This is an optimization exercise on Yosys and OpenROAD, whose aim is small area, not a production implementation. Where RTL was checked, it was by simulation tests only, not by an equivalence proof against the original. No activity file was given, so power comes from the tool's default toggle rates.

==> flow/design.v <==
module slpe_tx #(
    parameter integer T_FIELD   = 100,   
    parameter integer T_BACKOFF = 50,    
    parameter integer MAX_RETRY = 240,   
    parameter integer REOPEN_EVERY = 6   
) (
    input  wire        clk,
    input  wire        rst,          
    input  wire        start,        
    input  wire [15:0] size,         
    output wire [15:0] mem_addr,     
    input  wire [7:0]  mem_data,     
    input  wire        rx_valid,     
    input  wire [7:0]  rx_data,
    output wire        tx_valid,     
    output reg  [7:0]  tx_data,
    output wire        busy,         
    output wire        done,         
    output wire        ok,           
    output reg  [7:0]  retries,      
    output wire        reopen        
);
    localparam [7:0] STX_B = 8'h02, ETX_B = 8'h03, ENQ_B = 8'h05,
                     ACK_B = 8'h06, NAK_B = 8'h15, EXT_B = 8'hFE;
    localparam [4:0] S_IDLE  = 5'b00000,    
                     S_ENDP  = 5'b00001,    
                     S_ENQ   = 5'b00010,    
                     S_ENQR  = 5'b00011,    
                     S_REENQ = 5'b00100,    
                     S_GAP   = 5'b00101,    
                     S_DCHK  = 5'b00110,    
                     S_ERROR = 5'b00111,
                     S_END   = 5'b01000,
                     S_RETRY = 5'b01001,
                     S_PNAK  = 5'b01010,    
                     S_BOR   = 5'b01011,    
                     S_ACK   = 5'b01100,    
                     S_ACK2  = 5'b01101,    
                     S_BON   = 5'b01110,    
                     S_ENQB  = 5'b11100,    
                     S_CS    = 5'b11101,    
                     S_NAKB  = 5'b11110,    
                     S_STX   = 5'b10000,
                     S_LEN   = 5'b10001,
                     S_HDR   = 5'b10010,    
                     S_E0    = 5'b10011,    
                     S_E1    = 5'b10100,
                     S_E2    = 5'b10101,
                     S_N0    = 5'b10110,    
                     S_N1    = 5'b10111,
                     S_N2    = 5'b11000,
                     S_N3    = 5'b11001,
                     S_DATA  = 5'b11010,
                     S_ETX   = 5'b11011;
    reg  [4:0]  state;
    reg  [15:0] size_r;       
    reg  [5:0]  cur;          
    reg  [15:0] addr;         
    reg  [7:0]  crc;
    reg  [2:0]  ph;           
    assign mem_addr = addr;
    wire        div   = (size_r > 16'd1030);
    wire        lge4  = |size_r[9:2];
    wire [6:0]  nfr   = {1'b0, size_r[15:10]} + {6'b0, lge4};    
    wire [6:0]  cur_inc = {1'b0, cur} + 7'd1;
    reg         last;         
    wire        last_n = ~div | (cur_inc == nfr);
    wire [10:0] esum  = {~div & size_r[10], size_r[9:0]} + (div ? 11'd9 : 11'd2);
    wire [10:0] ext   = (div & ~last) ? 11'd1036 :
                        {esum[10] | (div & ~lge4), esum[9:0]};
    wire        t_ans = addr[6] & addr[5] & addr[1] & addr[0];   
    wire        t_bo  = addr[5] & addr[4] & addr[0];             
    wire [15:0] addr_inc = addr + 16'd1;
    wire        a_end = last ? (addr_inc[10:0] == size_r[10:0]) : (addr[9:0] == 10'd2);
    wire [2:0]  ev = retries[1] + retries[3] + retries[5] + retries[7];
    wire [1:0]  od = retries[2] + retries[4] + retries[6];
    wire        m6 = ~retries[0] & (ev == od || ev == od + 3'd3 || od == 2'd3 && ev == 3'd0);
    assign tx_valid = state[4];
    assign busy     = (state[4:1] != 4'd0);
    assign done     = (state == S_ENDP);
    assign reopen   = (state == S_ENQR);
    assign ok       = (retries[7:4] != 4'hF) & (size_r[15:2] != 14'd0 || size_r[1:0] == 2'd3);
    always @(*) begin
        case (state)
        S_ENQB:  tx_data = ENQ_B;
        S_NAKB:  tx_data = NAK_B;
        S_CS:    tx_data = crc;
        S_STX:   tx_data = STX_B;
        S_LEN:   tx_data = (size_r > 16'd251) ? EXT_B : esum[7:0];
        S_HDR:   tx_data = mem_data | {6'b0, div & addr[1], div & addr[1] & last};
        S_E1:    tx_data = {5'b0, ext[10:8]};
        S_E2:    tx_data = ext[7:0];
        S_N1:    tx_data = {2'b0, cur};
        S_N3:    tx_data = {1'b0, nfr};
        S_ETX:   tx_data = ETX_B;
        S_E0, S_N0, S_N2: tx_data = 8'h00;
        default: tx_data = mem_data;
        endcase
    end
    reg  [7:0]  crc_next;
    integer     i;
    always @(*) begin
        crc_next = crc ^ tx_data;
        for (i = 0; i < 8; i = i + 1)
            crc_next = crc_next[7] ? ((crc_next << 1) ^ 8'h07) : (crc_next << 1);
    end
    always @(posedge clk) begin
        if (rst) begin
            state   <= S_IDLE;
            retries <= 8'h00;
        end else begin
            case (state)
            S_IDLE, S_ENDP: begin
                if (start) begin
                    retries <= 8'h00;
                    state   <= (size < 16'd3) ? S_ERROR : S_ENQ;
                end else
                    state <= S_IDLE;
            end
            S_ENQ, S_ENQR: state <= S_REENQ;
            S_REENQ: if (!rx_valid) state <= S_ENQB;
            S_ENQB, S_ACK: begin
                if (rx_valid) begin
                    if (rx_data == ACK_B)      state <= S_GAP;
                    else if (rx_data == NAK_B) state <= S_REENQ;
                    else if (rx_data == ENQ_B) state <= S_PNAK;
                    else                       state <= S_RETRY;
                end else if (t_ans)
                    state <= S_RETRY;
                else
                    state <= S_ACK;
            end
            S_GAP:  state <= S_STX;
            S_STX:  state <= S_LEN;
            S_LEN:  state <= S_HDR;
            S_HDR:  if (addr[1]) state <= div || size_r > 16'd251 ? S_E0 :
                                          a_end ? S_ETX : S_DATA;
            S_E0:   state <= S_E1;
            S_E1:   state <= S_E2;
            S_E2:   state <= div ? S_N0 : S_DATA;
            S_N0:   state <= S_N1;
            S_N1:   state <= S_N2;
            S_N2:   state <= S_N3;
            S_N3:   state <= S_DATA;
            S_DATA: if (a_end) state <= S_ETX;
            S_ETX:  state <= S_CS;
            S_CS, S_ACK2: begin
                if (rx_valid)
                    state <= (rx_data == ACK_B) ? S_DCHK : S_RETRY;
                else if (t_ans)
                    state <= S_RETRY;
                else
                    state <= S_ACK2;
            end
            S_RETRY: begin
                retries <= retries + 8'd1;
                state   <= (retries == MAX_RETRY[7:0] - 8'd1) ? S_ERROR : S_BOR;
            end
            S_PNAK: state <= S_NAKB;
            S_NAKB, S_BON: state <= t_bo ? S_ENQ : S_BON;
            S_BOR:  state <= !t_bo ? S_BOR :
                             (ph == 3'd0) ? S_ENQR : S_ENQ;
            S_DCHK: state <= last ? S_END : S_REENQ;
            S_ERROR: state <= S_END;
            S_END:  state <= S_ENDP;
            default: state <= S_IDLE;
            endcase
        end
    end
    always @(posedge clk) begin
        if (!busy) begin
            size_r <= size;
            cur    <= 6'd0;
            ph     <= 3'd0;
        end else if (state == S_DCHK)
            cur <= cur_inc[5:0];
        else if (state == S_RETRY)
            ph <= (ph == 3'd5) ? 3'd0 : ph + 3'd1;
        case (state)
        S_E0, S_E1, S_E2, S_N0, S_N1, S_N2, S_N3:
            addr <= {cur, 10'd3};
        S_ENQB, S_ACK, S_CS, S_ACK2, S_NAKB, S_BON, S_BOR, S_HDR, S_DATA:
            addr <= addr + 16'd1;
        default:
            addr <= 16'h0;
        endcase
        crc <= (state == S_STX) ? 8'h00 : crc_next;
        if (!state[4])
            last <= last_n;
    end
endmodule
clock: 5.0 ns
lec_check: 0
cap_margin: 20
core_margin: 2
core_utilization: 40
slew_margin: 20
standard.sh (not shown) runs the stock make flow with config.mk's settings and CLKGATE_MAP_FILE= SYNTH_SCRIPT=/design/flow/synth_recipe.tcl, a recipe that flattens the netlist after the stock synthesis.
==> flow/flow/run.sh <==
#!/bin/bash
# Layout flow: the standard flow (standard.sh) with three changes:
#  1. synthesis maps logic with an area-oriented ABC script (abc_area.script);
#     the synthesis script is otherwise the standard flow's own (synth_recipe.tcl);
#  2. every port gets the smallest buffer (buf_1) instead of clkdlybuf4s50_1;
#  3. clock tree synthesis uses clkbuf_4 and inserts no dummy loads.
set -euo pipefail
here=$(pwd)
{ cat "$here/flow/abc_proc.tcl"; cat "$here/synth_recipe.tcl"; } > "$here/flow_synth.tcl"
sed -e "s#SYNTH_SCRIPT=[^ ]*#SYNTH_SCRIPT=$here/flow_synth.tcl#" "$here/standard.sh" > "$here/flow_standard.sh"
export FLOW_ABC_SCRIPT="$here/flow/abc_area.script"
export BUFFER_PORTS_ARGS="-buffer_cell sky130_fd_sc_hd__buf_1"
export CTS_ARGS="-sink_clustering_enable -repair_clock_nets -dont_use_dummy_load -buf_list sky130_fd_sc_hd__clkbuf_4 -root_buf sky130_fd_sc_hd__clkbuf_4"
bash "$here/flow_standard.sh" > "$here/flow_standard.log" 2>&1
==> flow/flow/abc_area.script <==
strash
&get -n
&fraig -x
&put
scorr
dc2
strash
&get -n
&deepsyn -T 60
&dch -f
&nf -R 1000
&put
topo
dnsize
==> flow/flow/abc_proc.tcl <==
# Map logic with the area-oriented ABC script of this flow instead of the
# speed script; every other step of the standard flow's synthesis is left as it is.
proc abc {args} {
  set i [lsearch $args -script]
  if {$i >= 0} {
    set args [lreplace $args $i [expr {$i + 1}] -script $::env(FLOW_ABC_SCRIPT)]
  }
  set j [lsearch $args -D]
  if {$j >= 0} { set args [lreplace $args $j [expr {$j + 1}]] }
  yosys abc {*}$args
}
Then changed:
--- a/flow/design.v
+++ b/flow/design.v
@@ -57,11 +57,12 @@
     reg  [5:0]  cur;          
     reg  [15:0] addr;         
     reg  [7:0]  crc;
     reg  [2:0]  ph;           
     assign mem_addr = addr;
-    wire        div   = (size_r > 16'd1030);
+    reg         div;          
+    reg         big;          
     wire        lge4  = |size_r[9:2];
     wire [6:0]  nfr   = {1'b0, size_r[15:10]} + {6'b0, lge4};    
     wire [6:0]  cur_inc = {1'b0, cur} + 7'd1;
     reg         last;         
     wire        last_n = ~div | (cur_inc == nfr);
@@ -84,11 +85,11 @@
         case (state)
         S_ENQB:  tx_data = ENQ_B;
         S_NAKB:  tx_data = NAK_B;
         S_CS:    tx_data = crc;
         S_STX:   tx_data = STX_B;
-        S_LEN:   tx_data = (size_r > 16'd251) ? EXT_B : esum[7:0];
+        S_LEN:   tx_data = (big) ? EXT_B : esum[7:0];
         S_HDR:   tx_data = mem_data | {6'b0, div & addr[1], div & addr[1] & last};
         S_E1:    tx_data = {5'b0, ext[10:8]};
         S_E2:    tx_data = ext[7:0];
         S_N1:    tx_data = {2'b0, cur};
         S_N3:    tx_data = {1'b0, nfr};
@@ -131,11 +132,11 @@
                     state <= S_ACK;
             end
             S_GAP:  state <= S_STX;
             S_STX:  state <= S_LEN;
             S_LEN:  state <= S_HDR;
-            S_HDR:  if (addr[1]) state <= div || size_r > 16'd251 ? S_E0 :
+            S_HDR:  if (addr[1]) state <= div || big ? S_E0 :
                                           a_end ? S_ETX : S_DATA;
             S_E0:   state <= S_E1;
             S_E1:   state <= S_E2;
             S_E2:   state <= div ? S_N0 : S_DATA;
             S_N0:   state <= S_N1;
@@ -183,9 +184,12 @@
             addr <= addr + 16'd1;
         default:
             addr <= 16'h0;
         endcase
         crc <= (state == S_STX) ? 8'h00 : crc_next;
-        if (!state[4])
+        if (!state[4]) begin
             last <= last_n;
+            div  <= size_r > 16'd1030;
+            big  <= size_r > 16'd251;
+        end
     end
 endmodule
Outcome:
- sequential power drops by a few percent
- global-route usage hardly moves
- die area climbs by a few percent
- routed wire length hardly moves
- hold slack gains 10 ps
- final cell count climbs by a few percent
- total power drops by about a fifth
No functional check of the RTL was part of the second run of this note.

==> port drivers added, routing unchanged <==
Ports are ideal in the flow. The routed layouts listed here were re-timed in OpenROAD. Step 1 assumes that a clkbuf_16 drives the clock port and a buf_2 every other input. Step 2 times the ports against the registers' clock, not the clock port: input delays grow and output delays shrink by t, the midpoint of the rising clock arrivals with the driver on. Slacks: ideal / step 1 / step 2; pairs: ideal / step 1.
run	shift t [ns]	setup slack, ns	worst setup path after step 2	clock arrival spread, ns	pins driven straight from the clock port
the first run	0.442	0.248 / 0.216 / 0.657	register to output	0.031 / 0.031	1
the second run	0.430	0.545 / 0.513 / 0.847	register to register	0.036 / 0.037	1
After both steps every run listed still meets setup and hold.
